What follows belongs to an exercise in optimizing a design on an open flow for a short achievable clock period and few clock cycles; a production flow would make more cautious choices. Function was checked by simulation only, so behaviour that the tests miss may differ from the original. No activity file was given, so power comes from the tool's default toggle rates.

## rld_block
module rld_block (
    input  wire        clk,
    input  wire        rst,
    input  wire        host_we,
    input  wire [4:0]  host_addr,
    input  wire [16:0] host_wdata,
    output reg  [16:0] host_rdata,
    output wire        busy,
    output wire        mem_req,
    output wire        mem_we,
    output wire [15:0] mem_addr,
    output wire [7:0]  mem_wdata,
    input  wire        mem_gnt,
    input  wire [7:0]  mem_rdata,
    output wire [7:0]  xlat_idx,
    input  wire [7:0]  xlat_data
);
    localparam [7:0] C_NOP = 8'h00, C_INIT = 8'h01, C_NEXT = 8'h02,
                     C_SKIP8 = 8'h03, C_SKIP16 = 8'h04, C_FILL = 8'h05,
                     C_FILLS = 8'h06, C_PROJECT = 8'h07, C_CLRERR = 8'h0F;
    localparam [2:0] E_EOS = 3'd1, E_OVF = 3'd2, E_NOINIT = 3'd5,
                     E_PARAM = 3'd6, E_BADCMD = 3'd7;
    reg [16:0] src_r, send_r, dst_r, dcap_r, tmsrc_r, clsrc_r, cdst_r;
    reg [15:0] count_r;
    reg [7:0]  width_r, height_r, vpw_r, vph_r, dstride_r, drow_r;
    reg [1:0]  ctrl_r;
    reg [7:0]  data_r;
    reg [7:0]  dict0_r, dict1_r, dict2_r, dict3_r;
    reg [5:0]  rem_r;
    reg        mode_r;
    reg [7:0]  latch_r;
    reg        inited_r;
    reg        err_r;
    reg [2:0]  errcode_r;
    reg [16:0] erraddr_r;
    reg        busy_r;
    reg        st_dec;       
    reg        st_fchk;      
    reg        st_pchk1;     
    reg        st_pchk2;     
    reg        st_pchk3;     
    reg        st_proj;      
    reg        k_init, k_fill, k_fills, k_next, k_skip;
    reg [1:0]  ki_r;         
  ...
==> flow/config.mk <==
export PLATFORM = sky130hd
export DESIGN_NAME = rld_block
export DESIGN_NICKNAME = rld_block
export VERILOG_FILES = /design/flow/design.v
export SDC_FILE = /design/flow/constraint.sdc
export NUM_CORES = 4
export LEC_CHECK = 0
export ABC_CLOCK_PERIOD_IN_PS = 4000
export CAP_MARGIN = 20
export CORE_MARGIN = 2
export CORE_UTILIZATION = 65
export PLACE_DENSITY = 0.75
export SETUP_SLACK_MARGIN = 5
export SLEW_MARGIN = 20
export SYNTH_HIERARCHICAL = 1
export SYNTH_MINIMUM_KEEP_SIZE = 0
==> flow/constraint.sdc <==
create_clock -name core_clock -period 11.0 [get_ports {clk}]
set_input_delay 2.2000 -clock core_clock [delete_from_list [all_inputs] [get_ports {clk}]]
set_output_delay 2.2000 -clock core_clock [all_outputs]
set_load 0.01 [all_outputs]
run.sh (not shown) runs the stock make flow with config.mk's settings and CLKGATE_MAP_FILE= SYNTH_SCRIPT=/design/flow/synth_recipe.tcl, a recipe that flattens the netlist after the stock synthesis.
The baseline completed without violations.
Testbench counts at the start, summed over its fixed seeds: cycles 120,284.
Then changed:
--- a/flow/design.v
+++ b/flow/design.v
@@ -182,26 +182,22 @@
     rld_rsel4 u_g2 (.s(lo2), .y(g2), .d0(dst_r), .d1(dcap_r),
                     .d2({1'b0, count_r}), .d3({9'd0, width_r}));
     rld_rsel4 u_g3 (.s(lo3), .y(g3), .d0({9'd0, height_r}),
                     .d1(tmsrc_r), .d2(clsrc_r), .d3(cdst_r));
     rld_rsel4 u_g4 (.s(lo4), .y(g4), .d0({9'd0, vpw_r}),
                     .d1({9'd0, vph_r}), .d2({9'd0, dstride_r}), .d3({9'd0, drow_r}));
     rld_rsel4 u_g6 (.s(lo6), .y(g6), .d0({9'd0, dict0_r}),
                     .d1({9'd0, dict1_r}), .d2({9'd0, dict2_r}), .d3({9'd0, dict3_r}));
     rld_rsel4 u_g7 (.s(lo7), .y(g7), .d0({11'd0, rem_r}),
                     .d1({9'd0, latch_r}), .d2(17'd0), .d3(17'd0));
-    wire [16:0] p01_n, p23_n, p46_n, p7_n;
-    rld_aoi2 u_p01 (.s0(rd_hi[0]), .d0(g0), .s1(rd_hi[1]), .d1(g1), .y_n(p01_n));
-    rld_aoi2 u_p23 (.s0(rd_hi[2]), .d0(g2), .s1(rd_hi[3]), .d1(g3), .y_n(p23_n));
-    rld_aoi2 u_p46 (.s0(rd_hi[4]), .d0(g4), .s1(rd_hi[6]), .d1(g6), .y_n(p46_n));
-    rld_nand1 u_p7 (.s(rd_hi[7]), .d(g7), .y_n(p7_n));
-    rld_nand4 u_rd (.a(p01_n), .b(p23_n), .c(p46_n), .d(p7_n), .y(rdata_w));
+    rld_rsel8 u_rd (.s(rd_hi), .y(rdata_w), .d0(g0), .d1(g1), .d2(g2), .d3(g3),
+                    .d4(g4), .d6(g6), .d7(g7));
     always @(*) host_rdata = rdata_w;
     always @(posedge clk) begin
         whp_r  <= width_r * height_r;
         a1_r   <= vph_r - 8'd1;
         a2_r   <= {1'b0, drow_r} + {1'b0, vph_r} - 9'd1;
         pm1_r  <= a1_r * width_r;
         pm2_r  <= a2_r * dstride_r;
         dro_r  <= drow_r * dstride_r;
         fneg_r <= f_room[17];
         flim_r <= (!f_room[17] && f_room[16:0] < dcap_r) ? f_room[16:0] : dcap_r;
@@ -641,35 +637,25 @@
     input  wire [3:0]  s,
     input  wire [16:0] d0,
     input  wire [16:0] d1,
     input  wire [16:0] d2,
     input  wire [16:0] d3,
     output wire [16:0] y
 );
     assign y = ({17{s[0]}} & d0) | ({17{s[1]}} & d1) |
                ({17{s[2]}} & d2) | ({17{s[3]}} & d3);
 endmodule
-module rld_aoi2 (
-    input  wire        s0,
+module rld_rsel8 (
+    input  wire [7:0]  s,
     input  wire [16:0] d0,
-    input  wire        s1,
     input  wire [16:0] d1,
-    output wire [16:0] y_n
-);
-    assign y_n = ~(({17{s0}} & d0) | ({17{s1}} & d1));
-endmodule
-module rld_nand1 (
-    input  wire        s,
-    input  wire [16:0] d,
-    output wire [16:0] y_n
-);
-    assign y_n = ~({17{s}} & d);
-endmodule
-module rld_nand4 (
-    input  wire [16:0] a,
-    input  wire [16:0] b,
-    input  wire [16:0] c,
-    input  wire [16:0] d,
+    input  wire [16:0] d2,
+    input  wire [16:0] d3,
+    input  wire [16:0] d4,
+    input  wire [16:0] d6,
+    input  wire [16:0] d7,
     output wire [16:0] y
 );
-    assign y = ~(a & b & c & d);
+    assign y = ({17{s[0]}} & d0) | ({17{s[1]}} & d1) | ({17{s[2]}} & d2) |
+               ({17{s[3]}} & d3) | ({17{s[4]}} & d4) | ({17{s[6]}} & d6) |
+               ({17{s[7]}} & d7);
 endmodule
What happened:
- wire length rises by 1.9%
- worst setup slack got worse by 0.13 ns
- power fell by 0.43%
- synthesized cell count is lower by 0.48%
- hold slack is about the same
- first-iteration DRC count came out higher by 5.6%
- via count rises by 0.84%
- clock-buffer cell count climbs by 4
Testbench counts after the change, summed over its fixed seeds: cycles 120,284.

==> port drivers added, routing unchanged <==
The flow's constraints put no driver on any port. The routed layouts listed below were extracted and timed again, unchanged, in two steps.
Step 1: set_driving_cell puts a clkbuf_16 on clk and a buf_2 on each other input, an assumption about the parent block.
Step 2, shift: input delay + t, output delay - t, t = (earliest + latest rising clock arrival at the registers) / 2. This alone moves slack from input paths to output paths.
Slacks: ideal ports / drivers / drivers and shift; pairs: ideal ports / drivers.
run	shift t [ns]	slack for setup (ns)	worst setup path after step 2
the first run	0.726	5.001 / 4.811 / 4.547	input to register
the second run	0.715	4.876 / 4.825 / 4.605	input to register
After both steps every run listed still meets setup and hold. The setup slack of the first run, which loses most, moves by -0.190 ns with the drivers and by -0.454 ns with both steps.
